Context: an optimization exercise on an open-source flow, tuned for small area, a short achievable clock period and few clock cycles per item. The choices shown serve that exercise and are no tape-out recipe.
In this exercise RTL edits were held to simulation tests only and were not proved equivalent to the original.
No activity file was given, so power comes from the tool's default toggle rates.

## flow/config.mk

```make
export PLATFORM = sky130hd
export DESIGN_NAME = rfidmeter_core
export DESIGN_NICKNAME = rfidmeter_core
export VERILOG_FILES = /design/flow/design.v
export SDC_FILE = /design/flow/constraint.sdc
export NUM_CORES = 4
export LEC_CHECK = 0
export CAP_MARGIN = 20
export CORE_MARGIN = 2
export CORE_UTILIZATION = 55
export SLEW_MARGIN = 20
```

## flow/constraint.sdc

```tcl
create_clock -name core_clock -period 30.0 [get_ports {clk}]
set_input_delay 6.0000 -clock core_clock [delete_from_list [all_inputs] [get_ports {clk}]]
set_output_delay 6.0000 -clock core_clock [all_outputs]
set_load 0.01 [all_outputs]
```

## flow/design.v

```verilog
module rfid_tag_decoder (
    input  wire        clk,
    input  wire        rst_n,
    input  wire        rx_valid,
    input  wire [7:0]  rx_data,
    output reg         dec_valid,
    output reg  [1:0]  dec_status,
    output wire [39:0] dec_id
);
    localparam [1:0] ST_OK       = 2'd0;
    localparam [1:0] ST_FRAMING  = 2'd1;
    localparam [1:0] ST_ENCODING = 2'd2;
    localparam [1:0] ST_CHECKSUM = 2'd3;
    reg [3:0]  pos;
    reg [39:0] idb;      
    reg [7:0]  acc;      
    wire       is_dec = (rx_data[7:4] == 4'h3) && (rx_data[3:0] <= 4'h9);
    wire       is_af  = (rx_data[7:4] == 4'h4) && (rx_data[3:0] != 4'h0) && (rx_data[3:0] <= 4'h6);
    wire       is_hex = is_dec || is_af;
    wire [3:0] nib    = is_dec ? rx_data[3:0] : (rx_data[3:0] + 4'd9);
    assign dec_id = idb;
    wire digit_pos = (pos != 4'd0) && (pos <= 4'd12);
    wire take      = rx_valid && digit_pos && is_hex;
    integer i;
    always @(posedge clk) begin
        if (take) begin
            for (i = 1; i <= 10; i = i + 1)
                if (pos == i) idb[43-4*i -: 4] <= nib;
            if (pos[0]) acc[7:4] <= acc[7:4] ^ nib;
            else        acc[3:0] <= acc[3:0] ^ nib;
        end
        if (rx_valid && pos == 4'd0)
            acc <= 8'h00;
    end
    always @(posedge clk) begin
        if (!rst_n) begin
            pos       <= 4'd0;
            dec_valid <= 1'b0;
        end else begin
            dec_valid <= 1'b0;
            if (rx_valid) begin
                if (pos == 4'd0) begin
                    if (rx_data == 8'h02) begin
                        pos <= 4'd1;
                    end else begin
                        dec_valid  <= 1'b1;
                        dec_status <= ST_FRAMING;
                    end
                end else if (pos <= 4'd12) begin
                    if (!is_hex) begin
                        dec_valid  <= 1'b1;
                        dec_status <= ST_ENCODING;
                        pos        <= 4'd0;
                    end else begin
                        pos <= pos + 4'd1;
                    end
                end else if (pos == 4'd13) begin
                    if (rx_data == 8'h0D) begin
                        pos <= 4'd14;
                    end else begin
                        dec_valid  <= 1'b1;
                        dec_status <= ST_FRAMING;
                        pos        <= 4'd0;
                    end
                end else if (pos == 4'd14) begin
                    if (rx_data == 8'h0A) begin
                        pos <= 4'd15;
                    end else begin
                        dec_valid  <= 1'b1;
                        dec_status <= ST_FRAMING;
                        pos        <= 4'd0;
                    end
                end else begin
                    dec_valid <= 1'b1;
                    pos       <= 4'd0;
                    if (rx_data != 8'h03)
                        dec_status <= ST_FRAMING;
                    else if (acc != 8'h00)
                        dec_status <= ST_CHECKSUM;
                    else
                        dec_status <= ST_OK;
                end
            end
        end
    end
endmodule
module rfid_store #(
    parameter CAPACITY    = 16,
    parameter TIME_UNIT_S = 3600,
    parameter NV_ADDR_W   = 16
) (
    input  wire                 clk,
    input  wire                 rst_n,
    input  wire                 cmd_valid,
    input  wire [63:0]          cmd_data,
    output wire                 cmd_ready,
    output reg                  rsp_valid,
    output reg  [3:0]           rsp_code,
    output wire [7:0]           rsp_info,
    output reg                  rsp_flag,
    output wire                 st_init,
    output wire [3:0]           st_fault,
    output wire [7:0]           st_count,
    output reg                  nv_req,
    output reg                  nv_we,
    output wire [NV_ADDR_W-1:0] nv_addr,
    output reg  [7:0]           nv_wdata,
    input  wire                 nv_ack,
    input  wire                 nv_err,
    input  wire [7:0]           nv_rdata
);
    localparam [22:0] QMAX = 23'd4294967;    
    localparam [9:0]  RMAX = 10'd295;        
    localparam [3:0] OP_INIT    = 4'h1;
    localparam [3:0] OP_ADVANCE = 4'h2;
    localparam [3:0] OP_CHECK   = 4'h3;
    localparam [3:0] OP_ADD     = 4'h4;
    localparam [3:0] OP_CLEAR   = 4'h5;
    localparam [3:0] RC_OK       = 4'h0;
    localparam [3:0] RC_ALLOWED  = 4'h1;
    localparam [3:0] RC_DENIED   = 4'h2;
    localparam [3:0] RC_UNKNOWN  = 4'h3;
    localparam [3:0] RC_ILLEGAL  = 4'h8;
    localparam [3:0] RC_NOT_INIT = 4'h9;
    localparam [3:0] RC_NV_FAULT = 4'hA;
    localparam [3:0] RC_LOAD     = 4'hB;
    localparam [3:0] RC_FAULTED  = 4'hC;
    localparam [3:0] S_IDLE  = 4'd0;
    localparam [3:0] S_VICT  = 4'd3;
    localparam [3:0] S_VEND  = 4'd4;
    localparam [3:0] S_ANV   = 4'd5;
    localparam [3:0] S_FW1   = 4'd7;
    localparam [3:0] S_FOLD  = 4'd8;
    localparam [3:0] S_IR1   = 4'd9;
    localparam [3:0] S_ICNT  = 4'd10;
    localparam [3:0] S_ILOAD = 4'd11;
    localparam [3:0] S_CLR   = 4'd12;
    localparam [3:0] S_CMD   = 4'd13;
    reg [39:0]        t_id [0:15];
    reg [7:0]         t_h  [0:15];
    reg [23:0]        t_k  [0:15];
    reg [9:0]         t_rl [0:15];
    reg [9:0]         t_cr [0:15];
    reg        initialized;
    reg [3:0]  fault;
    reg [4:0]  num;
    reg [31:0] nowr;           
    reg [22:0] qn;             
    reg [9:0]  rn;             
    reg [3:0]  state;
    reg        rdy;
    reg [39:0] c_id;           
    reg [7:0]  c_h;
    reg        c_r;
    reg [3:0]  c_op;
    reg        c_legal;
    reg [15:0] m;              
    reg [4:0]  sc;             
    reg [3:0]  s;              
    reg        evicted;
    reg [4:0]  info;
    reg [6:0]  addr;
    reg [2:0]  bi;
    reg [4:0]  ln;
    reg [3:0]  lk;
    assign cmd_ready = rdy;
    assign st_init   = initialized;
    assign st_fault  = fault;
    assign st_count  = {3'b000, num};
    assign rsp_info  = {3'b000, info};
    assign nv_addr   = {{(NV_ADDR_W-7){1'b0}}, addr};
    wire [3:0]  w_op  = cmd_data[3:0];
    wire [31:0] w_now = cmd_data[47:16];
    wire [39:0] w_id  = cmd_data[55:16];
    wire        z_lo  = cmd_data[15:5] == 11'd0;
    wire        z_b4  = !cmd_data[4];
    wire        z_h8  = cmd_data[63:56] == 8'd0;
    wire        z_h16 = z_h8 && (cmd_data[55:48] == 8'd0);
    wire        z_now = cmd_data[47:16] == 32'd0;
    reg         w_legal;
    always @(*) begin
        case (w_op)
            OP_INIT:    w_legal = z_lo && z_h16;
            OP_ADVANCE: w_legal = z_lo && z_b4 && z_h16;
            OP_CHECK:   w_legal = z_lo && z_b4 && z_h8;
            OP_ADD:     w_legal = z_lo && z_b4;
            OP_CLEAR:   w_legal = z_lo && z_b4 && z_h16 && z_now;
            default:    w_legal = 1'b0;
        endcase
    end
    reg         upd;
    wire [31:0] now_eff = upd ? c_id[31:0] : nowr;
    wire        w_wrap  = w_now < now_eff;
    wire adv_fast = (w_op == OP_ADVANCE) && z_lo && z_b4 && z_h16 &&
                    (fault == 4'd0) && initialized;
    wire [15:0] live;
    wire [15:0] w_match;
    genvar g;
    generate
        for (g = 0; g < 16; g = g + 1) begin : g_live
            assign live[g]    = num > g;
            assign w_match[g] = live[g] && (t_id[g] == w_id);
        end
    endgenerate
    wire [15:0] sel   = m;
    wire        found = |m;
    wire [15:0] m_low = m & ~(m - 16'd1);
    wire        multi = two_set(m);
    function two_set(input [15:0] v);
        reg [15:0] a, t;
        integer w, k;
        begin
            a = v;
            t = 16'd0;
            for (w = 8; w >= 1; w = w / 2)
                for (k = 0; k < w; k = k + 1) begin
                    t[k] = t[2*k] | t[2*k+1] | (a[2*k] & a[2*k+1]);
                    a[k] = a[2*k] | a[2*k+1];
                end
            two_set = t[0];
        end
    endfunction
    reg [3:0]   sel_i;
    reg [23:0]  r_k;
    reg [9:0]   r_rl, r_cr;
    reg [7:0]   r_h;
    integer j;
    always @(*) begin
        sel_i = 4'd0;
        r_k   = 24'd0;
        r_rl  = 10'd0;
        r_cr  = 10'd0;
        r_h   = 8'd0;
        for (j = 0; j < 16; j = j + 1) begin
            sel_i = sel_i | ({4{sel[j]}} & j[3:0]);
            r_k   = r_k   | ({24{sel[j]}} & t_k[j]);
            r_rl  = r_rl  | ({10{sel[j]}} & t_rl[j]);
            r_cr  = r_cr  | ({10{sel[j]}} & t_cr[j]);
            r_h   = r_h   | ({8{sel[j]}} & t_h[j]);
        end
    end
    wire [36:0] r_kx  = {{13{r_k[23]}}, r_k};
    wire [36:0] chk_d = {5'b0, nowr} - (r_kx << 10) + (r_kx << 4) + (r_kx << 3)
                      - {27'b0, r_rl};
    wire chk_ok = !chk_d[36];
    wire [28:0] np = c_id[31:3];
    wire [27:0] qsum = {2'b0, np[28:3]} + {8'b0, np[28:9]} + {9'b0, np[28:10]}
                     + {13'b0, np[28:14]} + {16'b0, np[28:17]} + {19'b0, np[28:20]}
                     + {20'b0, np[28:21]} + {22'b0, np[28:23]} + {23'b0, np[28:24]}
                     + {24'b0, np[28:25]} + {26'b0, np[28:27]};
    reg  [22:0] qe;
    reg         dv2;               
    reg         cm;                
    reg         upd_h, dv2_h, cm_h;    
    reg  [22:0] qw;
    reg  [9:0]  rw;
    wire [10:0] r_est = nowr[10:0] + {qe[0], 10'b0} + {qe[6:0], 4'b0} + {qe[7:0], 3'b0};
    wire        r_ge  = r_est >= 11'd1000;
    wire        q_ok  = !(upd || dv2 || cm);
    wire        commit = cm && !cm_h;
    function [25:0] x3600(input [7:0] h);
        x3600 = ({18'b0, h} << 12) - ({18'b0, h} << 9) + ({18'b0, h} << 4);
    endfunction
    reg               f_v;
    reg [3:0]         f_i;
    reg [23:0]        f_k;
    wire [11:0]        s_t    = {2'b0, r_cr} + {2'b0, rn} - {2'b0, r_rl};    
    reg                f_b;         
    reg                f_neg;       
    reg                f_big;       
    reg [9:0]          f_sr;        
    reg [2:0]          f_c;         
    reg [19:0]        f_r;         
    wire [27:0]        f_sx   = {5'b0, qn} + {8'b0, f_r} - {{4{f_k[23]}}, f_k} - {5'b0, QMAX} - 28'd1 - {{25{f_c[2]}}, f_c};
    wire               f_sat  = !f_sx[27];
    wire [25:0]        f_kun  = {{2{f_k[23]}}, f_k} - {3'b0, qn} + {3'b0, qw}
                                + {25'b0, f_neg} - {25'b0, f_big};
    wire [9:0]         f_crn  = f_sat ? RMAX : f_sr;
    wire [25:0]        k_sat  = {6'b0, f_r} - {3'b0, QMAX} + {3'b0, qw};
    wire [25:0]        v_val  = {6'b0, f_r} - {{2{f_k[23]}}, f_k} - {25'b0, f_b};
    reg [25:0]         v_best;
    reg [3:0]          v_bi;
    wire               v_take = (f_i == 4'd0) || ({~v_val[25], v_val[24:0]} > {~v_best[25], v_best[24:0]});
    reg        pw_v, pw_wait;      
    reg [3:0]  pw_i;
    reg [7:0]  pw_h;
    reg        aw_v;               
    reg        ld_v;               
    reg [2:0]  ld_lane;
    reg [3:0]  ld_i;
    reg [7:0]  ld_d;
    reg        idw;                
    reg        we_t, we_h;
    reg [4:0]  we_id;
    reg [3:0]  w_i;
    reg [39:0] wd_id;
    reg [7:0]  wd_h;
    reg [23:0]  wd_k;
    reg [9:0]  wd_rl, wd_cr;
    reg [7:0]  w_hs;
    reg [25:0]  w_ys;
    wire fold_w = (state == S_FOLD) && f_v;
    wire pw_go  = pw_v && !pw_wait;
    always @(*) begin
        we_t  = 1'b0;
        we_h  = 1'b0;
        we_id = 5'd0;
        w_i   = s;
        wd_id = c_id;
        wd_h  = c_h;
        wd_rl = rn;
        wd_cr = RMAX;
        w_hs  = c_h;
        w_ys  = {3'b0, qn} - {3'b0, QMAX};
        if (fold_w) begin
            we_t  = 1'b1;
            w_i   = f_i;
            wd_rl = rw;
            wd_cr = f_crn;
        end else if (ld_v) begin
            w_i   = ld_i;
            wd_id = {5{ld_d}};
            wd_h  = ld_d;
            wd_rl = 10'd0;
            w_hs  = ld_d;
            w_ys  = 26'd0 - {3'b0, QMAX};
            if (ld_lane == 3'd5) begin
                we_h = 1'b1;
                we_t = 1'b1;
            end else begin
                we_id = 5'b10000 >> ld_lane;
            end
        end else if (idw) begin
            we_id = 5'b11111;
        end else if (aw_v) begin
            we_h  = 1'b1;
            we_t  = 1'b1;
        end else if (pw_go) begin
            we_t  = 1'b1;
            w_i   = pw_i;
            wd_cr = 10'd0;
            w_hs  = pw_h;
            w_ys  = {3'b0, qn};
        end
        wd_k = fold_w ? (f_sat ? k_sat[23:0] : f_kun[23:0]) : (x3600(w_hs) + w_ys);
    end
    generate
        for (g = 0; g < 16; g = g + 1) begin : g_tab
            wire hit = (w_i == g);
            always @(posedge clk) begin
                if (hit && we_id[4]) t_id[g][39:32] <= wd_id[39:32];
                if (hit && we_id[3]) t_id[g][31:24] <= wd_id[31:24];
                if (hit && we_id[2]) t_id[g][23:16] <= wd_id[23:16];
                if (hit && we_id[1]) t_id[g][15:8]  <= wd_id[15:8];
                if (hit && we_id[0]) t_id[g][7:0]   <= wd_id[7:0];
                if (hit && we_h)     t_h[g]  <= wd_h;
                if (hit && we_t) begin
                    t_k[g]  <= wd_k;
                    t_rl[g] <= wd_rl;
                    t_cr[g] <= wd_cr;
                end
            end
        end
    endgenerate
    function [6:0] rec_base(input [3:0] k);
        rec_base = {1'b0, k, 2'b00} + {2'b0, k, 1'b0} + 7'd1;
    endfunction
    always @(posedge clk) begin
        f_i    <= sel_i;
        f_k    <= r_k;
        f_b    <= rn < r_rl;
        f_neg  <= s_t[11];
        f_big  <= !s_t[11] && (s_t >= 12'd1000);
        f_sr   <= s_t[11] ? s_t[9:0] + 10'd1000 : ((s_t >= 12'd1000) ? s_t[9:0] - 10'd1000 : s_t[9:0]);
        f_c    <= s_t[11] ? ((s_t <= 12'd3391) ? 3'b001 : 3'b000) :    
                  (s_t <= 12'd295)  ? 3'b000 :
                  (s_t <= 12'd1295) ? 3'b111 : 3'b110;
        f_r    <= x3600(r_h);
        if (upd) begin
            nowr <= c_id[31:0];
            qe   <= qsum[26:4];
        end
        if (dv2) begin
            qw <= qe + {22'b0, r_ge};
            rw <= r_ge ? r_est[9:0] - 10'd1000 : r_est[9:0];
        end
        if (commit) begin
            qn <= qw;
            rn <= rw;
        end
        if (rdy) begin
            c_id <= w_id;
            c_h  <= cmd_data[63:56];
            c_r  <= cmd_data[4];
            c_op <= w_op;
            c_legal <= w_legal;
            m    <= w_match;
            rsp_code <= RC_OK;
            info     <= num;
            rsp_flag <= w_wrap;
        end
        ld_v <= 1'b0;
        aw_v <= 1'b0;
        idw  <= 1'b0;
        if (!rst_n) begin
            state       <= S_IDLE;
            rdy         <= 1'b1;
            initialized <= 1'b0;
            fault       <= 4'd0;
            num         <= 5'd0;
            rsp_valid   <= 1'b0;
            nv_req      <= 1'b0;
            upd         <= 1'b0;
            dv2         <= 1'b0;
            cm          <= 1'b0;
            upd_h       <= 1'b0;
            dv2_h       <= 1'b0;
            cm_h        <= 1'b0;
            pw_v        <= 1'b0;
            pw_wait     <= 1'b0;
            f_v         <= 1'b0;
        end else begin
            rsp_valid <= 1'b0;
            upd       <= 1'b0;
            upd_h     <= 1'b0;
            dv2       <= upd;
            dv2_h     <= upd_h;
            if (dv2) begin
                cm   <= 1'b1;
                cm_h <= dv2_h;
            end else if (commit) begin
                cm   <= 1'b0;
            end
            f_v <= 1'b0;
            if (pw_go)
                pw_v <= 1'b0;
            else if (pw_wait && commit)
                pw_wait <= 1'b0;
            case (state)
            S_IDLE: begin
                if (cmd_valid) begin
                    if (adv_fast) begin
                        upd       <= 1'b1;
                        rsp_valid <= 1'b1;
                        if (w_wrap && num != 5'd0) begin
                            upd_h <= 1'b1;
                            rdy   <= 1'b0;
                            state <= S_FW1;
                        end
                    end else begin
                        rdy   <= 1'b0;
                        state <= S_CMD;
                    end
                end
            end
            S_CMD: begin
                if (fault != 4'd0) begin
                    respond(RC_FAULTED, 5'd0, 1'b0);
                end else if (!c_legal) begin
                    raise_fault(RC_ILLEGAL);
                end else if (c_op != OP_INIT && !initialized) begin
                    raise_fault(RC_NOT_INIT);
                end else begin
                    case (c_op)
                    OP_INIT: begin
                        upd      <= 1'b1;
                        nv_req   <= 1'b1;
                        nv_we    <= c_r;
                        addr     <= 7'd0;
                        nv_wdata <= 8'h00;
                        state    <= c_r ? S_IR1 : S_ICNT;
                    end
                    OP_CLEAR: begin
                        num      <= 5'd0;
                        nv_req   <= 1'b1;
                        nv_we    <= 1'b1;
                        addr     <= 7'd0;
                        nv_wdata <= 8'h00;
                        state    <= S_CLR;
                    end
                    OP_CHECK: begin
                        if (multi) begin
                            m <= m_low;
                        end else if (!pw_v) begin
                            if (!found) begin
                                respond(RC_UNKNOWN, 5'd0, 1'b0);
                            end else if (chk_ok) begin
                                respond(RC_ALLOWED, {1'b0, sel_i}, 1'b0);
                                pw_v    <= 1'b1;
                                pw_wait <= dv2 || (cm && !commit);
                                pw_i    <= sel_i;
                                pw_h    <= r_h;
                            end else begin
                                respond(RC_DENIED, {1'b0, sel_i}, 1'b0);
                            end
                        end
                    end
                    OP_ADD: begin
                        if (multi) begin
                            m <= m_low;
                        end else if (!pw_v) begin
                            if (found) begin
                                s       <= sel_i;
                                evicted <= 1'b0;
                                idw     <= 1'b1;
                                nv_start(rec_base(sel_i));
                            end else if (num != 5'd16) begin
                                s       <= num[3:0];
                                evicted <= 1'b0;
                                num     <= num + 5'd1;
                                idw     <= 1'b1;
                                nv_start(rec_base(num[3:0]));
                            end else if (q_ok) begin
                                m     <= 16'd1;
                                sc    <= 5'd0;
                                state <= S_VICT;
                            end
                        end
                    end
                    default: begin
                        rdy   <= 1'b1;
                        state <= S_IDLE;
                    end
                    endcase
                end
            end
            S_VICT: begin
                if (sc != 5'd16) begin
                    m   <= {m[14:0], 1'b0};
                    sc  <= sc + 5'd1;
                    f_v <= 1'b1;
                end
                if (f_v) begin
                    if (v_take) begin
                        v_best <= v_val;
                        v_bi   <= f_i;
                    end
                    if (f_i == 4'd15) begin
                        s       <= v_take ? f_i : v_bi;
                        evicted <= 1'b1;
                        state   <= S_VEND;
                    end
                end
            end
            S_VEND: begin
                idw <= 1'b1;
                nv_start(rec_base(s));
            end
            S_ANV: begin
                if (nv_err) begin
                    nv_req <= 1'b0;
                    raise_fault(RC_NV_FAULT);
                end else if (nv_ack) begin
                    bi   <= bi + 3'd1;
                    addr <= addr + 7'd1;
                    case (bi)
                    3'd0: nv_wdata <= c_id[31:24];
                    3'd1: nv_wdata <= c_id[23:16];
                    3'd2: nv_wdata <= c_id[15:8];
                    3'd3: nv_wdata <= c_id[7:0];
                    3'd4: nv_wdata <= c_h;
                    3'd5: begin addr <= 7'd0; nv_wdata <= {3'b000, num}; end
                    default: begin
                        nv_req <= 1'b0;
                        aw_v   <= 1'b1;
                        respond(RC_OK, {1'b0, s}, evicted);
                    end
                    endcase
                end
            end
            S_FW1: begin
                if (cm && cm_h && !pw_v) begin
                    m     <= 16'd1;
                    sc    <= 5'd0;
                    state <= S_FOLD;
                end
            end
            S_FOLD: begin
                if (sc != num) begin
                    m   <= {m[14:0], 1'b0};
                    sc  <= sc + 5'd1;
                    f_v <= 1'b1;
                end
                if (f_v && ({1'b0, f_i} == num - 5'd1)) begin
                    qn    <= qw;
                    rn    <= rw;
                    cm    <= 1'b0;
                    cm_h  <= 1'b0;
                    rdy   <= 1'b1;
                    state <= S_IDLE;
                end
            end
            S_IR1: begin
                if (nv_err) begin
                    nv_req <= 1'b0;
                    raise_fault(RC_NV_FAULT);
                end else if (nv_ack) begin
                    nv_req      <= 1'b0;
                    num         <= 5'd0;
                    initialized <= 1'b1;
                    respond(RC_OK, 5'd0, 1'b1);
                end
            end
            S_ICNT: begin
                if (nv_err) begin
                    nv_req <= 1'b0;
                    raise_fault(RC_NV_FAULT);
                end else if (nv_ack) begin
                    if (nv_rdata > 8'd16) begin
                        nv_req <= 1'b0;
                        raise_fault(RC_LOAD);
                    end else if (nv_rdata == 8'd0) begin
                        nv_req      <= 1'b0;
                        num         <= 5'd0;
                        initialized <= 1'b1;
                        respond(RC_OK, 5'd0, 1'b0);
                    end else begin
                        ln    <= nv_rdata[4:0];
                        lk    <= 4'd0;
                        bi    <= 3'd0;
                        addr  <= 7'd1;
                        state <= S_ILOAD;
                    end
                end
            end
            S_ILOAD: begin
                if (nv_err) begin
                    nv_req <= 1'b0;
                    raise_fault(RC_NV_FAULT);
                end else if (nv_ack) begin
                    addr    <= addr + 7'd1;
                    ld_v    <= 1'b1;
                    ld_d    <= nv_rdata;
                    ld_lane <= bi;
                    ld_i    <= lk;
                    if (bi == 3'd5) begin
                        bi <= 3'd0;
                        lk <= lk + 4'd1;
                        if ({1'b0, lk} == ln - 5'd1) begin
                            nv_req      <= 1'b0;
                            num         <= ln;
                            initialized <= 1'b1;
                            respond(RC_OK, ln, 1'b0);
                        end
                    end else begin
                        bi <= bi + 3'd1;
                    end
                end
            end
            S_CLR: begin
                if (nv_err) begin
                    nv_req <= 1'b0;
                    raise_fault(RC_NV_FAULT);
                end else if (nv_ack) begin
                    nv_req <= 1'b0;
                    respond(RC_OK, 5'd0, 1'b0);
                end
            end
            default: begin
                state <= S_IDLE;
                rdy   <= 1'b1;
            end
            endcase
        end
    end
    task nv_start(input [6:0] a);
        begin
            nv_req   <= 1'b1;
            nv_we    <= 1'b1;
            addr     <= a;
            nv_wdata <= c_id[39:32];
            bi       <= 3'd0;
            state    <= S_ANV;
        end
    endtask
    task respond(input [3:0] code, input [4:0] inf, input flag);
        begin
            rsp_valid <= 1'b1;
            rsp_code  <= code;
            info      <= inf;
            rsp_flag  <= flag;
            rdy       <= 1'b1;
            state     <= S_IDLE;
        end
    endtask
    task raise_fault(input [3:0] code);
        begin
            fault <= code;
            respond(code, 5'd0, 1'b0);
        end
    endtask
endmodule
module rfidmeter_core (
    input  wire        clk,
    input  wire        rst_n,
    input  wire        rx_valid,
    input  wire [7:0]  rx_data,
    output wire        rx_ready,
    output wire        dec_valid,
    output wire [1:0]  dec_status,
    output wire [39:0] dec_id,
    input  wire        cmd_valid,
    input  wire [63:0] cmd_data,
    output wire        cmd_ready,
    output wire        rsp_valid,
    output wire [3:0]  rsp_code,
    output wire [7:0]  rsp_info,
    output wire        rsp_flag,
    output wire        st_init,
    output wire [3:0]  st_fault,
    output wire [7:0]  st_count,
    output wire        nv_req,
    output wire        nv_we,
    output wire [15:0] nv_addr,
    output wire [7:0]  nv_wdata,
    input  wire        nv_ack,
    input  wire        nv_err,
    input  wire [7:0]  nv_rdata
);
    assign rx_ready = 1'b1;
    rfid_tag_decoder u_dec (
        .clk        (clk),
        .rst_n      (rst_n),
        .rx_valid   (rx_valid),
        .rx_data    (rx_data),
        .dec_valid  (dec_valid),
        .dec_status (dec_status),
        .dec_id     (dec_id)
    );
    rfid_store #(
        .CAPACITY    (16),
        .TIME_UNIT_S (3600),
        .NV_ADDR_W   (16)
    ) u_store (
        .clk       (clk),
        .rst_n     (rst_n),
        .cmd_valid (cmd_valid),
        .cmd_data  (cmd_data),
        .cmd_ready (cmd_ready),
        .rsp_valid (rsp_valid),
        .rsp_code  (rsp_code),
        .rsp_info  (rsp_info),
        .rsp_flag  (rsp_flag),
        .st_init   (st_init),
        .st_fault  (st_fault),
        .st_count  (st_count),
        .nv_req    (nv_req),
        .nv_we     (nv_we),
        .nv_addr   (nv_addr),
        .nv_wdata  (nv_wdata),
        .nv_ack    (nv_ack),
        .nv_err    (nv_err),
        .nv_rdata  (nv_rdata)
    );
endmodule
```

## flow/flow/run.sh

```bash
#!/bin/bash
set -euo pipefail
bash standard.sh SETUP_SLACK_MARGIN=23 TNS_END_PERCENT=100 finish > standard_make.log 2>&1
```

## flow/standard.sh

```bash
#!/bin/bash
# synth_recipe.tcl (not shown) runs the flow's synth.tcl, then flattens the netlist and writes it again
# the make line also repeats each setting of config.mk as NAME=value (left out here)
make -C /OpenROAD-flow-scripts/flow DESIGN_CONFIG=/design/flow/config.mk WORK_HOME=/design/flow/orfs CLKGATE_MAP_FILE= SYNTH_SCRIPT=/design/flow/synth_recipe.tcl "${@:-finish}"
```

==> results.sh, run 1 <==
export IMPL_hold_buffers=0
export IMPL_syn2layout_area_growth_pct=20.9
export IMPL_final_cells=10718
export IMPL_synth_cells=7521
export IMPL_final_nets=9012
export IMPL_grt_pass1_wl_mm=494
export IMPL_finalSetupViolCount=0
export IMPL_synth_largest_area_cell="edfxtp_1"
export IMPL_status="complete, no violations"
export IMPL_fp_dieH_um=420
export IMPL_die_w_um=420
export IMPL_post_dp_cell_area_sq_um=101000
export IMPL_ant_nets=0
export IMPL_fin_util_pct=67.0
export IMPL_grt_ovfl_total=0
export IMPL_synth_top_area_share_pct=54.2
export IMPL_synth_seq_cells=1910
export IMPL_synth_common_cells="edfxtp_1, ha_1, xnor2_1"
export IMPL_fmax_mhz=132
export IMPL_worst_endpoint_required_ns=30.74
export IMPL_grt_met3_usage_pct=12.9
export IMPL_crit_arrival_ns=8.34
export IMPL_cts_tree="done"
export IMPL_yosysMostFrequentCell="edfxtp_1"
export IMPL_criticalPathCategory="input port to register"
export IMPL_antenna_found_initial=37
export IMPL_post_route_period_util_pct=25.3
export IMPL_place_hpwl_mm=213
export IMPL_gr_usage_met1_pct=56.5
export IMPL_crit_chain="buf_6 -> buf_12 -> ha_4 -> a21o_1 -> a21o_1 -> a221o_1 -> a31oi_2 -> o211ai_1 -> a31oi_4 -> buf_12 -> a31oi_4 -> o21ai_1 -> o211ai_1"
export IMPL_cap_violations=0
export IMPL_grtUsageTotal_pct=40.2
export IMPL_drtPass1Iterations=6
export IMPL_die_area_sq_um=177000
export IMPL_path_max_fanout=3
export IMPL_ys_top_cells_by_area="edfxtp_1, ha_1, xnor2_1"
export IMPL_tightest_slew_ns=1.37
export IMPL_dpl_worst_slack_ns=20.60
export IMPL_wl_per_cell_um=33.8
export IMPL_yosysSeqAreaShare_pct=58.2
export IMPL_end_kind="register"
export IMPL_clockBufferDepth=3
export IMPL_drtIter0Drc=11405
export IMPL_layout_min_cycle_time_ns=7.60
export IMPL_cts_reportedPaths_clkPinSlew_ns=0.06
export IMPL_wl_mm=362
export IMPL_synth_flop_cell="edfxtp_1"
export IMPL_clock_latency_ns=0.89
export IMPL_min_path_type="register to register"
export IMPL_drive_gt1_share_pct=18.4
export IMPL_viasPerCell=6.60
export IMPL_p_per_area_nw_per_um2=84.9
export IMPL_htree_levels=4
export IMPL_place_congestion=0.960
export IMPL_synthArstFlopShare_pct=0
export IMPL_grt_busiest_layer="met2"
export IMPL_start_util_pct=55.4
export IMPL_ir_drop_v=0.000182
export IMPL_ys_types=107
export IMPL_cp_start_kind="input port"
export IMPL_slowest_delay_ns=0.33
export IMPL_ys_warn_count=7
export IMPL_grt_setup_unrepaired="yes"
export IMPL_fin_tns_setup_ns=0
export IMPL_syn_avg_cell_area_sq_um=12.7
export IMPL_core_rowCount=152
export IMPL_setup_ws_ns=22.40
export IMPL_synth_edf_count=1719
export IMPL_cts_inserted_buffers=197
export IMPL_relSlewSlack_pct=8.53
export IMPL_slowest_stage="a221o_1"
export IMPL_skew_ns=0.0643
export IMPL_drc=0
export IMPL_dp_cells=9881
export IMPL_grt_max_degree=60
export IMPL_via_count=70754
export IMPL_io_pins=184
export IMPL_finalHoldViolations=0
export IMPL_stdcell_area_sq_um=115000
export IMPL_cts_root_buf="clkbuf_16"
export IMPL_p_leak_nw=43.1
export IMPL_syn_area_sq_um=95300
export IMPL_slew_viol_final=0
export IMPL_core_area_sq_um=172000
export IMPL_clock_sinks=1910
export IMPL_grt_pass1_vias=65329
export IMPL_numPortBuffers=166
export IMPL_grt_util_met2_pct=57.6
[layout by cell type (no fill, tap or decap), types with 50 or more instances in the layout]
| master | count |
|---|---|
| nor4_1 | 64 |
| a221oi_1 | 76 |
| xnor2_1 | 475 |
| nor2_1 | 390 |
| xor2_1 | 348 |
| nand3_1 | 100 |
| a21o_1 | 94 |
| edfxtp_1 | 1719 |
| buf_6 | 84 |
| buf_4 | 373 |
| dfxtp_1 | 145 |
| o21a_1 | 64 |
| inv_1 | 473 |
| a22o_1 | 67 |
| nor3_1 | 83 |
| fa_1 | 166 |
| nor2b_1 | 52 |
| o21ai_0 | 166 |
| clkbuf_16 | 202 |
| nand2_1 | 474 |
| ha_1 | 534 |
| a21oi_1 | 218 |
| a22oi_1 | 304 |
| nand4_1 | 183 |
| clkbuf_1 | 50 |
| buf_12 | 132 |
| buf_2 | 84 |
[state kept, by name (all words and copies together), names as in the netlist, 16 cells and up]
signal,flops
u_dec.idb,40
u_store.c_id,40
u_store.f_k,24
u_store.f_r,16
u_store.m,16
u_store.nowr,32
u_store.qe,23
u_store.qn,23
u_store.qw,23
u_store.t_cr,160
u_store.t_h,128
u_store.t_id,640
u_store.t_k,384
u_store.t_rl,160
u_store.v_best,26
[path summary, 6_finish.rpt]
kind	depth (start not counted)	slack [ns]	start	to
min	1	0.44	u_store.upd_h$_SDFF_PN0_	u_store.dv2_h$_SDFF_PN0_
max reg2reg	38	22.79	u_store.f_r[4]$_DFF_P_	u_store.t_k[4][3]$_DFFE_PP_
max	13	22.40	cmd_data[21]	u_store.rdy$_SDFFE_PN1P_
min reg2reg	1	0.44	u_store.upd_h$_SDFF_PN0_	u_store.dv2_h$_SDFF_PN0_
[critical path, delay by kind of cell]
kind | cells | cell delay [ns]
AO/OA/AOI/OAI | 9 | 1.73
buffers and inverters | 3 | 0.37
adder cells (fa/ha/maj) | 1 | 0.21
[power breakdown]
part / switching [mW] / leakage, nW / internal [mW] / total (mW)
logic: 2.30 / 22.8 / 1.58 / 3.88
clock network: 1.09 / 3.14 / 1.38 / 2.47
registers: 0.0823 / 17.1 / 3.34 / 3.43
[what timing repair did]
action / in CTS / in global routing
gates resized for setup: 1039 / 230
cloned: 27 / 12
endpoints found under the setup margin: 870 / 798
pin swaps: 185 / 186
setup buffers: 298 / 107
[area by class of cell]
type,count,area [sq um]
Inverter,489,1870
Tap cell,2310,2890
Timing Repair Buffer,775,8500
Multi-Input combinational cell,4842,39800
Sequential cell,1910,55600
Clock buffer,254,5210
Clock inverter,116,1230
Antenna cell,22,55.1
Fill cell,12709,56800
[routing by layer]
metal | wire length (um) | part of all wire [%] | up-vias
met5 | 89 | 0.025 | -
met4 | 18200 | 5.0 | 14
met3 | 53200 | 15 | 979
met2 | 152000 | 42 | 5265
met1 | 139000 | 38 | 35210
li1 | - | - | 29286
[metrics by stage]
stage	total power, mW	hold WS [ns]
after floorplan	5.39	0.412
after global placement	6.37	0.421
after detailed placement	6.42	0.431
after CTS	9.54	0.438
after global routing	10.2	0.451
final	9.78	0.437
[cells by family after synthesis]
family,Yosys count,synth area share (%)
flops,1910,58.2
simple gates,1758,9.00
compound gates,1413,10.3
xor+xnor,869,7.99
buf+inv,796,3.21
fa+ha+maj,712,10.7
mux,61,0.675
other cells,2,0.00788
Testbench counts, summed over its fixed seeds: cycles 15,828, commands 4,800.
==> run 2: changes to the inputs <==
==> flow/flow/run.sh (replaced) <==
#!/bin/bash
set -euo pipefail
bash standard.sh SETUP_SLACK_MARGIN=22.5 TNS_END_PERCENT=100 finish > standard_make.log 2>&1
--- a/flow/config.mk
+++ b/flow/config.mk
@@ -7,5 +7,5 @@
 export LEC_CHECK = 0
 export CAP_MARGIN = 20
 export CORE_MARGIN = 2
-export CORE_UTILIZATION = 55
+export CORE_UTILIZATION = 40
 export SLEW_MARGIN = 20
==> run 2 against run 1 <==
Net effect:
- still clean on timing, DRC and antenna
- design area decreased by 1.9%
- count of clock-buffer cells in the layout grew 5
- combinational power fell by 15%
- non-clock buffer count fell by 153
- clock skew is 0.015 ns higher
- sequential share of layout area rose by 0.97 points
- global-route usage decreased by 11 points
- hold slack improved by 0.0059 ns
- highest routed layer unchanged
==> results.sh, run 2 <==
export IMPL_end_kind="primary output"
export IMPL_ys_top_cells_by_area="edfxtp_1, ha_1, xnor2_1"
export IMPL_ys_warn_count=7
export IMPL_cts_reportedPaths_clkPinSlew_ns=0.06
export IMPL_ys_types=107
export IMPL_core_area_sq_um=237000
export IMPL_slowest_stage="edfxtp_1"
export IMPL_start_util_pct=40.1
export IMPL_relSlewSlack_pct=9.11
export IMPL_cp_top_family="flip-flops"
export IMPL_synth_common_cells="edfxtp_1, ha_1, xnor2_1"
export IMPL_top_register="u_store.t_id"
export IMPL_min_path_type="register to register"
export IMPL_htree_levels=4
export IMPL_crit_chain="buf_6"
export IMPL_grt_pass1_vias=65404
export IMPL_seqCellArea_sq_um=55600
export IMPL_clock_sinks=1910
export IMPL_tightest_slew_ns=1.36
export IMPL_criticalPathCategory="register to primary output"
export IMPL_cts_tree="done"
export IMPL_synth_top_area_share_pct=54.2
export IMPL_wl_per_cell_um=32.1
export IMPL_layout_min_cycle_time_ns=7.82
export IMPL_finalHoldViolations=0
export IMPL_viasPerCell=6.01
export IMPL_worst_endpoint_required_ns=24.00
export IMPL_worst_hold_path_endpoint="u_store.dv2_h$_SDFF_PN0_"
export IMPL_antenna_found_initial=13
export IMPL_final_nets=8854
export IMPL_grt_pass1_wl_mm=500
export IMPL_cap_violations=0
export IMPL_ant_nets=0
export IMPL_core_rowCount=179
export IMPL_reg2reg_depth=26
export IMPL_largest_register_ffs=640
export IMPL_synth_largest_area_cell="edfxtp_1"
export IMPL_reg2reg_slack_ns=22.67
export IMPL_status="complete, no violations"
export IMPL_synth_xor_area_share_pct=7.99
export IMPL_layout_commonest_cell="edfxtp_1"
export IMPL_ir_drop_v=0.000210
export IMPL_p_per_area_nw_per_um2=82.1
export IMPL_clock_latency_ns=0.91
export IMPL_layout_common_cells="edfxtp_1, ha_1, xnor2_1"
export IMPL_synthArstFlopShare_pct=0
export IMPL_skew_ns=0.0797
export IMPL_cts_root_buf="clkbuf_16"
export IMPL_die_w_um=492
export IMPL_drtPass1Iterations=6
export IMPL_wl_mm=366
export IMPL_slowest_delay_ns=0.73
export IMPL_final_cells=11410
export IMPL_r2r_start="u_store.state[3]$_SDFFE_PN0P_"
export IMPL_syn_area_sq_um=95300
export IMPL_numPortBuffers=166
export IMPL_synthMuxAreaShare_pct=0.675
export IMPL_crit_arrival_ns=1.82
export IMPL_dp_cells=10755
export IMPL_path_max_fanout=1
export IMPL_hold_path_startpoint="u_store.upd_h$_SDFF_PN0_"
export IMPL_syn_avg_cell_area_sq_um=12.7
export IMPL_grt_ovfl_total=0
export IMPL_yosysSeqAreaShare_pct=58.2
export IMPL_cp_start_kind="register"
export IMPL_io_pins=184
export IMPL_synth_simple_gate_area_share_pct=9.00
export IMPL_drive_gt1_share_pct=14.5
export IMPL_whs_path_depth=1
export IMPL_grt_max_degree=69
export IMPL_fin_tns_setup_ns=0
export IMPL_synth_flop_cell="edfxtp_1"
export IMPL_synth_adder_area_share_pct=10.7
export IMPL_worst_path_buf_inv=1
export IMPL_place_hpwl_mm=232
export IMPL_cts_inserted_buffers=202
export IMPL_fp_dieH_um=492
export IMPL_synth_top_family_by_area="adder cells"
export IMPL_clockBufferDepth=3
export IMPL_via_count=68522
export IMPL_grtUsageTotal_pct=29.1
export IMPL_n_fill_cell=20892
export IMPL_finalSetupViolCount=0
export IMPL_rr_endpoint="u_store.t_k[8][22]$_DFFE_PP_"
export IMPL_drtIter0Drc=8774
export IMPL_multi_input_comb_area_sq_um=38500
export IMPL_drc=0
export IMPL_yosysMostFrequentCell="edfxtp_1"
export IMPL_post_route_period_util_pct=26.1
export IMPL_synth_seq_cells=1910
export IMPL_place_congestion=0.959
export IMPL_slew_viol_final=0
export IMPL_reg_top3="u_store.t_id (640), u_store.t_k (384)"
export IMPL_fmax_mhz=128
export IMPL_grt_setup_unrepaired="yes"
export IMPL_synth_edf_count=1719
export IMPL_die_area_sq_um=242000
export IMPL_syn2layout_area_growth_pct=18.5
export IMPL_p_leak_nw=41.6
export IMPL_synth_cells=7521
export IMPL_synth_compound_area_share_pct=10.3
==> run 2: cell counts after synthesis <==
Identical to the previous run, type by type.
==> run 2: area by class of cell <==
cell class	instances	share of cell area, %
clock buffer	259	4.70
antenna	19	0.0421
timing repair buffer	622	5.60
clock inverter	112	1.24
tap	3167	3.51
inverter	489	1.63
sequential	1910	49.2
multi-input combinational	4832	34.1
==> run 2: logic make-up (layout without fill, tap and decap cells) <==
| kind of cell | after synthesis | count (layout) |
|---|---|---|
| compound gates | 1413 | 1414 |
| buf+inv | 796 | 1482 |
| fa+ha+maj | 712 | 712 |
| simple gates | 1758 | 1759 |
| other cells | 2 | 36 |
| flops | 1910 | 1910 |
| mux | 61 | 61 |
| xor+xnor | 869 | 869 |
==> run 2: repair_timing <==
| item | CTS | global route |
|---|---|---|
| hold endpoints to repair | 0 | 0 |
| hold buffers | 0 | 0 |
| buffers inserted | 169 | 79 |
| endpoints found under the setup margin | 793 | 673 |
| pin swaps | 47 | 76 |
| cloned | 8 | 8 |
| gates resized for setup | 655 | 130 |
==> run 2: per-layer routing <==
metal / GRT usage (%) / vias to the layer above / routed length, um
met5: 0 / - / 13
met4: 14.2 / 2 / 21200
met3: 6.61 / 820 / 39200
met2: 46.1 / 4146 / 167000
met1: 37.7 / 34642 / 139000
li1: - / 28912 / -
==> run 2: through the flow <==
stage | setup WS [ns] | area (sq um) | util, % | hold WS, ns | power (mW)
floorplan | 22.23 | 95800 | - | 0.412 | 5.35
global route | 22.14 | 113000 | 47.6 | 0.489 | 9.66
finish | 22.18 | 113000 | 47.6 | 0.443 | 9.28
global placement | 20.35 | 102000 | 42.9 | 0.419 | 6.44
CTS | 22.29 | 111000 | 46.9 | 0.442 | 9.23
detailed placement | 20.45 | 102000 | 42.9 | 0.427 | 6.51
==> run 2: worst max-delay path by stage <==
stage,cells after the start,endpoint,slack [ns],from
after floorplan,9,u_store.rdy$_SDFFE_PN1P_,22.23,nv_rdata[1]
after global placement,11,u_store.rdy$_SDFFE_PN1P_,20.35,cmd_data[20]
after detailed placement,11,u_store.rdy$_SDFFE_PN1P_,20.45,cmd_data[20]
after CTS,1,nv_wdata[0],22.29,u_store.nv_wdata[0]$_DFFE_PP_
after global routing,1,nv_wdata[0],22.14,u_store.nv_wdata[0]$_DFFE_PP_
final,1,nv_wdata[0],22.18,u_store.nv_wdata[0]$_DFFE_PP_
==> run 2: power breakdown <==
group	total, mW	switching (mW)	internal [mW]
Combinational	3.28	2.06	1.23
Clock	2.56	1.13	1.43
Sequential	3.43	0.0911	3.34
==> run 3: changes to the inputs <==
--- a/flow/design.v
+++ b/flow/design.v
@@ -239,10 +239,10 @@
             r_h   = r_h   | ({8{sel[j]}} & t_h[j]);
         end
     end
-    wire [36:0] r_kx  = {{13{r_k[23]}}, r_k};
-    wire [36:0] chk_d = {5'b0, nowr} - (r_kx << 10) + (r_kx << 4) + (r_kx << 3)
-                      - {27'b0, r_rl};
-    wire chk_ok = !chk_d[36];
+    wire [33:0] r_kx  = {11'b0, r_k[22:0]};
+    wire [33:0] chk_d = {2'b0, nowr} - (r_kx << 10) + (r_kx << 4) + (r_kx << 3)
+                      - {24'b0, r_rl};
+    wire chk_ok = r_k[23] || (r_k[22:0] <= QMAX && !chk_d[33]);
     wire [28:0] np = c_id[31:3];
     wire [27:0] qsum = {2'b0, np[28:3]} + {8'b0, np[28:9]} + {9'b0, np[28:10]}
                      + {13'b0, np[28:14]} + {16'b0, np[28:17]} + {19'b0, np[28:20]}
@@ -251,13 +251,12 @@
     reg  [22:0] qe;
     reg         dv2;               
     reg         cm;                
-    reg         upd_h, dv2_h, cm_h;    
+    reg         upd_h, dv2_h;          
     reg  [22:0] qw;
     reg  [9:0]  rw;
     wire [10:0] r_est = nowr[10:0] + {qe[0], 10'b0} + {qe[6:0], 4'b0} + {qe[7:0], 3'b0};
     wire        r_ge  = r_est >= 11'd1000;
     wire        q_ok  = !(upd || dv2 || cm);
-    wire        commit = cm && !cm_h;
     function [25:0] x3600(input [7:0] h);
         x3600 = ({18'b0, h} << 12) - ({18'b0, h} << 9) + ({18'b0, h} << 4);
     endfunction
@@ -269,19 +268,18 @@
     reg                f_neg;       
     reg                f_big;       
     reg [9:0]          f_sr;        
-    reg [2:0]          f_c;         
     reg [19:0]        f_r;         
-    wire [27:0]        f_sx   = {5'b0, qn} + {8'b0, f_r} - {{4{f_k[23]}}, f_k} - {5'b0, QMAX} - 28'd1 - {{25{f_c[2]}}, f_c};
-    wire               f_sat  = !f_sx[27];
     wire [25:0]        f_kun  = {{2{f_k[23]}}, f_k} - {3'b0, qn} + {3'b0, qw}
                                 + {25'b0, f_neg} - {25'b0, f_big};
-    wire [9:0]         f_crn  = f_sat ? RMAX : f_sr;
     wire [25:0]        k_sat  = {6'b0, f_r} - {3'b0, QMAX} + {3'b0, qw};
+    wire               f_sat  = ({~f_kun[25], f_kun[24:0]} < {~k_sat[25], k_sat[24:0]}) ||
+                                ((f_kun == k_sat) && (f_sr > RMAX));
+    wire [9:0]         f_crn  = f_sat ? RMAX : f_sr;
     wire [25:0]        v_val  = {6'b0, f_r} - {{2{f_k[23]}}, f_k} - {25'b0, f_b};
     reg [25:0]         v_best;
     reg [3:0]          v_bi;
     wire               v_take = (f_i == 4'd0) || ({~v_val[25], v_val[24:0]} > {~v_best[25], v_best[24:0]});
-    reg        pw_v, pw_wait;      
+    reg        pw_v;               
     reg [3:0]  pw_i;
     reg [7:0]  pw_h;
     reg        aw_v;               
@@ -300,7 +298,7 @@
     reg [7:0]  w_hs;
     reg [25:0]  w_ys;
     wire fold_w = (state == S_FOLD) && f_v;
-    wire pw_go  = pw_v && !pw_wait;
+    wire pw_go  = pw_v && q_ok;
     always @(*) begin
         we_t  = 1'b0;
         we_h  = 1'b0;
@@ -372,21 +370,18 @@
         f_neg  <= s_t[11];
         f_big  <= !s_t[11] && (s_t >= 12'd1000);
         f_sr   <= s_t[11] ? s_t[9:0] + 10'd1000 : ((s_t >= 12'd1000) ? s_t[9:0] - 10'd1000 : s_t[9:0]);
-        f_c    <= s_t[11] ? ((s_t <= 12'd3391) ? 3'b001 : 3'b000) :    
-                  (s_t <= 12'd295)  ? 3'b000 :
-                  (s_t <= 12'd1295) ? 3'b111 : 3'b110;
         f_r    <= x3600(r_h);
         if (upd) begin
             nowr <= c_id[31:0];
             qe   <= qsum[26:4];
         end
-        if (dv2) begin
+        if (dv2 && dv2_h) begin
             qw <= qe + {22'b0, r_ge};
             rw <= r_ge ? r_est[9:0] - 10'd1000 : r_est[9:0];
         end
-        if (commit) begin
-            qn <= qw;
-            rn <= rw;
+        if (dv2 && !dv2_h) begin
+            qn <= qe + {22'b0, r_ge};
+            rn <= r_ge ? r_est[9:0] - 10'd1000 : r_est[9:0];
         end
         if (rdy) begin
             c_id <= w_id;
@@ -415,9 +410,7 @@
             cm          <= 1'b0;
             upd_h       <= 1'b0;
             dv2_h       <= 1'b0;
-            cm_h        <= 1'b0;
             pw_v        <= 1'b0;
-            pw_wait     <= 1'b0;
             f_v         <= 1'b0;
         end else begin
             rsp_valid <= 1'b0;
@@ -425,17 +418,11 @@
             upd_h     <= 1'b0;
             dv2       <= upd;
             dv2_h     <= upd_h;
-            if (dv2) begin
-                cm   <= 1'b1;
-                cm_h <= dv2_h;
-            end else if (commit) begin
-                cm   <= 1'b0;
-            end
+            if (dv2 && dv2_h)
+                cm <= 1'b1;
             f_v <= 1'b0;
             if (pw_go)
                 pw_v <= 1'b0;
-            else if (pw_wait && commit)
-                pw_wait <= 1'b0;
             case (state)
             S_IDLE: begin
                 if (cmd_valid) begin
@@ -487,7 +474,6 @@
                             end else if (chk_ok) begin
                                 respond(RC_ALLOWED, {1'b0, sel_i}, 1'b0);
                                 pw_v    <= 1'b1;
-                                pw_wait <= dv2 || (cm && !commit);
                                 pw_i    <= sel_i;
                                 pw_h    <= r_h;
                             end else begin
@@ -510,7 +496,7 @@
                                 num     <= num + 5'd1;
                                 idw     <= 1'b1;
                                 nv_start(rec_base(num[3:0]));
-                            end else if (q_ok) begin
+                            end else if (!upd && !cm) begin    
                                 m     <= 16'd1;
                                 sc    <= 5'd0;
                                 state <= S_VICT;
@@ -569,7 +555,7 @@
                 end
             end
             S_FW1: begin
-                if (cm && cm_h && !pw_v) begin
+                if (!pw_v) begin    
                     m     <= 16'd1;
                     sc    <= 5'd0;
                     state <= S_FOLD;
@@ -585,7 +571,6 @@
                     qn    <= qw;
                     rn    <= rw;
                     cm    <= 1'b0;
-                    cm_h  <= 1'b0;
                     rdy   <= 1'b1;
                     state <= S_IDLE;
                 end
==> run 3 against run 2 <==
Net effect:
- sequential power grew 1%
- critical path type is now input port to register
- design area shrank 3.6%
- power shrank 2.6%
- die area shrank 1.2%
==> results.sh, run 3 <==
export IMPL_finalSetupViolCount=0
export IMPL_synth_top_area_share_pct=54.9
export IMPL_relSlewSlack_pct=11.6
export IMPL_drc=0
export IMPL_antenna_found_initial=26
export IMPL_crit_path_frequent_cell="a21o_1"
export IMPL_clock_latency_ns=0.89
export IMPL_viasPerCell=6.04
export IMPL_syn2layout_area_growth_pct=15.7
export IMPL_htree_levels=4
export IMPL_fin_tns_setup_ns=0
export IMPL_die_w_um=489
export IMPL_clock_sinks=1906
export IMPL_drtIter0Drc=8790
export IMPL_min_path_type="register to register"
export IMPL_post_dp_cell_area_sq_um=100000
export IMPL_die_area_sq_um=239000
export IMPL_place_congestion=0.968
export IMPL_finalHoldViolations=0
export IMPL_crit_chain="buf_6 -> buf_12 -> ha_4 -> a21o_1 -> a21o_1 -> a21o_1 -> a21o_1 -> a21o_1 -> a21o_1 -> a21o_1 -> a2111oi_4 -> buf_4 -> nand3b_1 -> a21oi_4 -> mux2i_1"
export IMPL_synth_flop_cell="edfxtp_1"
export IMPL_end_kind="register"
export IMPL_synth_seq_cells=1906
export IMPL_fp_dieH_um=489
export IMPL_top_register="u_store.t_id"
export IMPL_hold_buffers=0
export IMPL_largest_register_ffs=640
export IMPL_grt_ovfl_total=0
export IMPL_yosysSeqAreaShare_pct=58.8
export IMPL_ys_top_cells_by_area="edfxtp_1, ha_1, xnor2_1"
export IMPL_whs_ns=0.489
export IMPL_post_route_period_util_pct=26.2
export IMPL_slew_viol_final=0
export IMPL_cts_inserted_buffers=199
export IMPL_fmax_mhz=127
export IMPL_drive_gt1_share_pct=12.0
export IMPL_synth_largest_area_cell="edfxtp_1"
export IMPL_status="complete, no violations"
export IMPL_slowest_stage="a2111oi_4"
export IMPL_p_per_area_nw_per_um2=83.0
export IMPL_ys_warn_count=7
export IMPL_yosysMostFrequentCell="edfxtp_1"
export IMPL_syn_avg_cell_area_sq_um=12.7
export IMPL_grt_setup_unrepaired="yes"
export IMPL_layout_commonest_cell="edfxtp_1"
export IMPL_synthArstFlopShare_pct=0
export IMPL_wl_per_cell_um=31.9
export IMPL_p_leak_nw=39.4
export IMPL_clockBufferDepth=3
export IMPL_via_count=67105
export IMPL_cts_root_buf="clkbuf_16"
export IMPL_cts_tree="done"
export IMPL_core_area_sq_um=235000
export IMPL_crit_arrival_ns=8.64
export IMPL_grt_pass1_vias=64509
export IMPL_place_hpwl_mm=224
export IMPL_stdcell_area_sq_um=109000
export IMPL_worst_path_buf_inv=3
export IMPL_cp_start_kind="input port"
export IMPL_start_util_pct=40.1
export IMPL_path_max_fanout=4
export IMPL_worst_endpoint_required_ns=30.78
export IMPL_grt_pass1_wl_mm=488
export IMPL_ys_types=98
export IMPL_slowest_delay_ns=0.28
export IMPL_grtUsageTotal_pct=28.9
export IMPL_numPortBuffers=166
export IMPL_final_nets=8466
export IMPL_layout_min_cycle_time_ns=7.86
export IMPL_synth_edf_count=1719
export IMPL_drtPass1Iterations=8
export IMPL_synth_common_cells="edfxtp_1, xnor2_1, ha_1"
export IMPL_cap_violations=0
export IMPL_ant_nets=0
export IMPL_cts_reportedPaths_clkPinSlew_ns=0.06
export IMPL_layout_common_cells="edfxtp_1, xnor2_1, inv_1"
export IMPL_cp_top_family="compound AO/OA/AOI/OAI gates"
export IMPL_syn_area_sq_um=94100
export IMPL_fin_util_pct=46.4
export IMPL_synth_cells=7410
export IMPL_core_rowCount=178
export IMPL_io_pins=184
export IMPL_wl_mm=354
export IMPL_n_fill_cell=20971
export IMPL_tightest_slew_ns=1.32
export IMPL_grt_max_degree=67
export IMPL_skew_ns=0.0774
export IMPL_ir_drop_v=0.000175
export IMPL_reg_top3="u_store.t_id (640), u_store.t_k (384)"
export IMPL_criticalPathCategory="input port to register"
run 3: area by class of cell:
cell class / instances / area, sq um / share of cell area [%]
sequential: 1906 / 55500 / 50.9
inverter: 485 / 1840 / 1.69
tap: 3150 / 3940 / 3.62
multi-input combinational: 4721 / 37100 / 34.1
clock buffer: 267 / 5370 / 4.93
clock inverter: 111 / 1050 / 0.967
antenna: 15 / 37.5 / 0.0345
timing repair buffer: 446 / 4050 / 3.72
run 3: metrics by stage:
| stage | setup WS, ns | std cells | total power, mW |
|---|---|---|---|
| 2_1_floorplan | 21.85 | 7425 | 5.41 |
| 3_3_place_gp | 20.47 | 10605 | 6.37 |
| 3_5_place_dp | 20.52 | 10607 | 6.44 |
| 4_1_cts | 22.11 | 11059 | 8.91 |
| 5_1_grt | 22.07 | 11089 | 9.44 |
| 6_report | 22.14 | 11101 | 9.04 |
run 3: final timing paths:
kind                           startpoint                            end  slack (ns)  cells after the start
hold / removal    u_store.rw[6]$_DFFE_PP_          u_store.rn[6]$_DFF_P_        0.49                      2
hold reg to reg   u_store.rw[6]$_DFFE_PP_          u_store.rn[6]$_DFF_P_        0.49                      2
setup / recovery             cmd_data[33]  u_store.state[1]$_SDFFE_PN0P_       22.14                     15
setup reg to reg     u_store.m[8]$_DFF_P_      u_store.pw_h[3]$_DFFE_PP_       22.63                     22
run 3: where the power goes:
part           internal [mW]  switching [mW]
registers               3.39          0.0820
logic                   1.17            1.94
clock network           1.36            1.08
run 3: logic make-up (layout without fill, tap and decap cells):
| family | Yosys count | in the layout | synth area share [%] |
|---|---|---|---|
| AOI/OAI and AO/OA | 1384 | 1385 | 10.4 |
| xor gates and xnor gates | 890 | 890 | 8.28 |
| adders and majority gates | 627 | 627 | 9.41 |
| buffers and inverters | 799 | 1309 | 3.30 |
| DFF | 1906 | 1906 | 58.8 |
| muxes | 60 | 60 | 0.641 |
| other | 2 | 32 | 0.00798 |
| and+or+nand+nor | 1742 | 1742 | 9.09 |
run 3: worst reg2reg max path, cell delays in order, from the launching register on:
cell	delay (ns)
dfxtp_4	0.45
buf_4	0.35
buf_4	0.40
a22oi_1	0.30
nand3_1	0.11
nor2_1	0.68
inv_1	0.31
ha_1	0.39
fa_1	0.52
fa_1	0.54
inv_1	0.04
ha_1	0.30
a21o_1	0.16
a21o_1	0.16
a21o_1	0.17
a21o_1	0.17
a21oi_1	0.16
o21ai_0	0.17
a21oi_1	0.24
a211o_1	0.15
nand3_1	0.32
nor2_1	0.26
and3_1	0.60
run 3: repair_timing:
| action | in CTS | in global routing |
|---|---|---|
| pin swaps | 26 | 43 |
| resized for setup | 499 | 107 |
| buffers inserted | 71 | 20 |
| gates cloned | 3 | 6 |
| endpoints found under the hold margin | 0 | 0 |
| setup endpoints to repair | 834 | 664 |
run 3: layer usage:
layer | vias to the layer above | part of all wire (%) | wire (um) | track usage [%]
li1 | 28205 | - | - | -
met1 | 33705 | 38 | 133000 | 36.9
met2 | 4242 | 45 | 158000 | 45.2
met3 | 945 | 11 | 39500 | 7.31
met4 | 8 | 6.5 | 22900 | 15.2
met5 | - | 0.016 | 57 | 0.463
Testbench counts of run 3, summed over its fixed seeds: cycles 15,593, commands 4,800.
==> run 4: changes to the inputs <==
--- a/flow/config.mk
+++ b/flow/config.mk
@@ -8,4 +8,6 @@
 export CAP_MARGIN = 20
 export CORE_MARGIN = 2
 export CORE_UTILIZATION = 40
+export CTS_CLUSTER_DIAMETER = 100
+export CTS_CLUSTER_SIZE = 22
 export SLEW_MARGIN = 20
==> run 4 against run 3 <==
Net effect:
- flip-flop and latch count stayed put
- clock power is 33% lower
- power is 8.6% lower
- cell count is 1.5% lower
- sequential power hardly changed
- area after synthesis stayed put
- via count is 0.99% lower
==> results.sh, run 4 <==
export IMPL_synth_simple_gate_area_share_pct=9.09
export IMPL_hold_buffers=0
export IMPL_ys_warn_count=7
export IMPL_numPortBuffers=166
export IMPL_largest_register_ffs=640
export IMPL_dp_cells=10607
export IMPL_post_route_period_util_pct=26.3
export IMPL_syn_avg_cell_area_sq_um=12.7
export IMPL_ir_drop_v=0.000170
export IMPL_synth_top_family_by_area="compound AO/OA/AOI/OAI gates"
export IMPL_synth_compound_area_share_pct=10.4
export IMPL_dr_max_layer_used="met5"
export IMPL_drive_gt1_share_pct=10.5
export IMPL_layout_common_cells="edfxtp_1, xnor2_1, inv_1, ha_1, nand2_1"
export IMPL_synth_top_area_share_pct=54.9
export IMPL_drtIter0Drc=8990
export IMPL_synthArstFlopShare_pct=0
export IMPL_die_w_um=489
export IMPL_viasPerCell=6.07
export IMPL_criticalPathCategory="input port to register"
export IMPL_crit_arrival_ns=8.66
export IMPL_path_max_fanout=4
export IMPL_switching_share_pct=36.1
export IMPL_seq_power_share_pct=42.0
export IMPL_core_rowCount=178
export IMPL_top_register="u_store.t_id"
export IMPL_core_area_sq_um=235000
export IMPL_synth_adder_area_share_pct=9.41
export IMPL_wl_mm=354
export IMPL_final_nets=8398
export IMPL_met2WireLength_mm=159
export IMPL_grt_max_degree=67
export IMPL_cp_start_kind="input port"
export IMPL_wl_per_cell_um=32.4
export IMPL_fin_tns_setup_ns=0
export IMPL_ant_nets=0
export IMPL_tightest_slew_ns=1.32
export IMPL_whs_ns=0.490
export IMPL_synth_largest_area_cell="edfxtp_1"
export IMPL_grt_setup_unrepaired="yes"
export IMPL_grtUsageTotal_pct=28.7
export IMPL_min_path_type="register to register"
export IMPL_cap_violations=0
export IMPL_cts_inserted_buffers=105
export IMPL_met1_length_mm=133
export IMPL_cts_root_buf="clkbuf_16"
export IMPL_synthMuxAreaShare_pct=0.641
export IMPL_cts_reportedPaths_clkPinSlew_ns=0.10
export IMPL_fp_dieH_um=489
export IMPL_fmax_mhz=127
export IMPL_worst_endpoint_required_ns=30.76
export IMPL_grt_ovfl_total=0
export IMPL_final_cells=10939
export IMPL_reg_top3="u_store.t_id (640), u_store.t_k (384)"
export IMPL_drtPass1Iterations=8
export IMPL_synth_cells=7410
export IMPL_finalHoldViolations=0
export IMPL_synth_flop_cell="edfxtp_1"
export IMPL_yosysMostFrequentCell="edfxtp_1"
export IMPL_slew_viol_final=0
export IMPL_place_congestion=0.968
export IMPL_total_power_mw=8.26
export IMPL_p_int_mw=5.28
export IMPL_p_leak_nw=38.2
export IMPL_skew_ns=0.112
export IMPL_grt_pass1_wl_mm=485
export IMPL_syn_area_sq_um=94100
export IMPL_clockBufferDepth=3
export IMPL_synth_xor_area_share_pct=8.28
export IMPL_finalSetupViolCount=0
export IMPL_p_per_area_nw_per_um2=77.7
export IMPL_place_hpwl_mm=224
export IMPL_layout_commonest_cell="edfxtp_1"
export IMPL_die_area_sq_um=239000
export IMPL_clock_latency_ns=0.85
export IMPL_p_switching_mw=2.98
export IMPL_yosysSeqAreaShare_pct=58.8
export IMPL_wl_met3_mm=39.8
export IMPL_antenna_found_initial=20
export IMPL_status="complete, no violations"
export IMPL_synth_common_cells="edfxtp_1, xnor2_1, ha_1"
export IMPL_start_util_pct=40.1
export IMPL_ys_top_cells_by_area="edfxtp_1, ha_1, xnor2_1"
export IMPL_ys_types=98
export IMPL_end_kind="register"
export IMPL_cts_tree="done"
export IMPL_clock_sinks=1906
export IMPL_synth_seq_cells=1906
export IMPL_synth_edf_count=1719
export IMPL_relSlewSlack_pct=11.5
export IMPL_grt_pass1_vias=63554
export IMPL_htree_levels=3
export IMPL_pwr_share_clk_pct=19.9
export IMPL_drc=0
export IMPL_syn2layout_area_growth_pct=12.9
export IMPL_via_count=66441
export IMPL_p_comb_share_pct=38.1
export IMPL_io_pins=184
export IMPL_layout_min_cycle_time_ns=7.89
run 4: cell counts after synthesis:
Identical to the previous run, type by type.
run 4: cells by family (layout without fill, tap and decap cells):
logic type / after synthesis / after routing
flip-flops: 1906 / 1906
AND/OR/NAND/NOR: 1742 / 1743
AO/OA/AOI/OAI: 1384 / 1385
XOR/XNOR: 890 / 890
buffers and inverters: 799 / 1154
adder cells (fa/ha/maj): 627 / 627
multiplexers: 60 / 60
other: 2 / 24
run 4: path summary, 6_finish.rpt:
check,startpoint,endpoint,slack (ns),cells after the start
max,cmd_data[33],u_store.state[1]$_SDFFE_PN0P_,22.11,15
min,u_store.rw[8]$_DFFE_PP_,u_store.rn[8]$_DFF_P_,0.49,2
max reg2reg,u_store.qn[1]$_DFF_P_,u_store.t_k[8][11]$_DFFE_PP_,22.59,32
min reg2reg,u_store.rw[8]$_DFFE_PP_,u_store.rn[8]$_DFF_P_,0.49,2
run 4: layer usage:
layer  global-route usage, %  vias to the layer above
met5                   0.161                        -
met4                    14.3                       16
met3                    6.88                      889
met2                    45.3                     4028
met1                    37.0                    33549
li1                        -                    27959
run 4: final cells by class:
| type | instances | area (sq um) |
|---|---|---|
| diodes | 7 | 17.5 |
| clock buffers | 174 | 2930 |
| clock inverters | 24 | 404 |
| fillers | 21142 | 128000 |
| inverters | 485 | 1840 |
| multi-input cells | 4722 | 37300 |
| flip-flops and latches | 1906 | 55500 |
| well taps | 3150 | 3940 |
| repair buffers | 471 | 4430 |
run 4: power by group through the flow:
stage / Clock [mW] / Sequential (mW) / Combinational, mW
6_report: 1.64 / 3.47 / 3.15
5_1_grt: 1.74 / 3.47 / 3.44
4_1_cts: 1.65 / 3.46 / 3.00
3_5_place_dp: 0 / 3.54 / 2.90
3_3_place_gp: 0 / 3.54 / 2.83
2_1_floorplan: 0 / 3.51 / 1.90
run 4: stage by stage:
| stage | utilization, % | setup WS [ns] | cell area (sq um) |
|---|---|---|---|
| after floorplan | - | 21.85 | 94800 |
| after global placement | 42.8 | 20.47 | 100000 |
| after detailed placement | 42.8 | 20.52 | 100000 |
| after CTS | 44.8 | 22.10 | 105000 |
| after global routing | 45.3 | 22.06 | 106000 |
| final | 45.3 | 22.11 | 106000 |
run 4: what timing repair did:
item | 4_1_cts | 5_1_grt
endpoints found under the hold margin | 0 | 0
gates cloned | 4 | 10
setup endpoints to repair | 834 | 695
resized for setup | 471 | 150
setup buffers | 75 | 36
pin swaps | 29 | 57
run 4: critical path, stage by stage:
cell       delay (ns)
buf_6            0.10
buf_12           0.14
ha_4             0.21
a21o_1           0.16
a21o_1           0.15
a21o_1           0.15
a21o_1           0.16
a21o_1           0.15
a21o_1           0.15
a21o_1           0.19
a2111oi_4        0.28
buf_4            0.19
nand3b_1         0.14
a21oi_4          0.24
mux2i_1          0.22

static timing again, ports no longer ideal:
How much do the figures lean on ideal ports? The routed layouts below were timed once more, with nothing changed but the port constraints. Step 1 (the two cells are an assumption about what drives the block):
set clk [get_ports {clk}]
set_driving_cell -lib_cell sky130_fd_sc_hd__clkbuf_16 $clk
set_driving_cell -lib_cell sky130_fd_sc_hd__buf_2 [delete_from_list [all_inputs] $clk]
Step 2 also shifts input and output timing later by t, the mid clock arrival at the registers, as if the neighbouring blocks saw the same clock. a / b / c = ideal / step 1 / step 2; a / b = the first two.
run	shift t [ns]	slack for setup (ns)	worst setup path at the end	slew at the worst register clock pin (ns)	pins driven straight from the clock port
run 1	0.947	22.400 / 22.412 / 21.504	input to register	0.07 / 0.07	1
run 2	0.964	22.175 / 22.079 / 21.396	input to register	0.07 / 0.07	1
run 3	0.936	22.140 / 22.198 / 21.261	input to register	0.07 / 0.07	1
run 4	0.876	22.107 / 22.163 / 21.287	input to register	0.12 / 0.12	1
After both steps setup and hold are still met in every run listed. For run 1, which loses most, drivers alone change the setup slack by +0.012 ns; drivers and shift together by -0.896 ns.
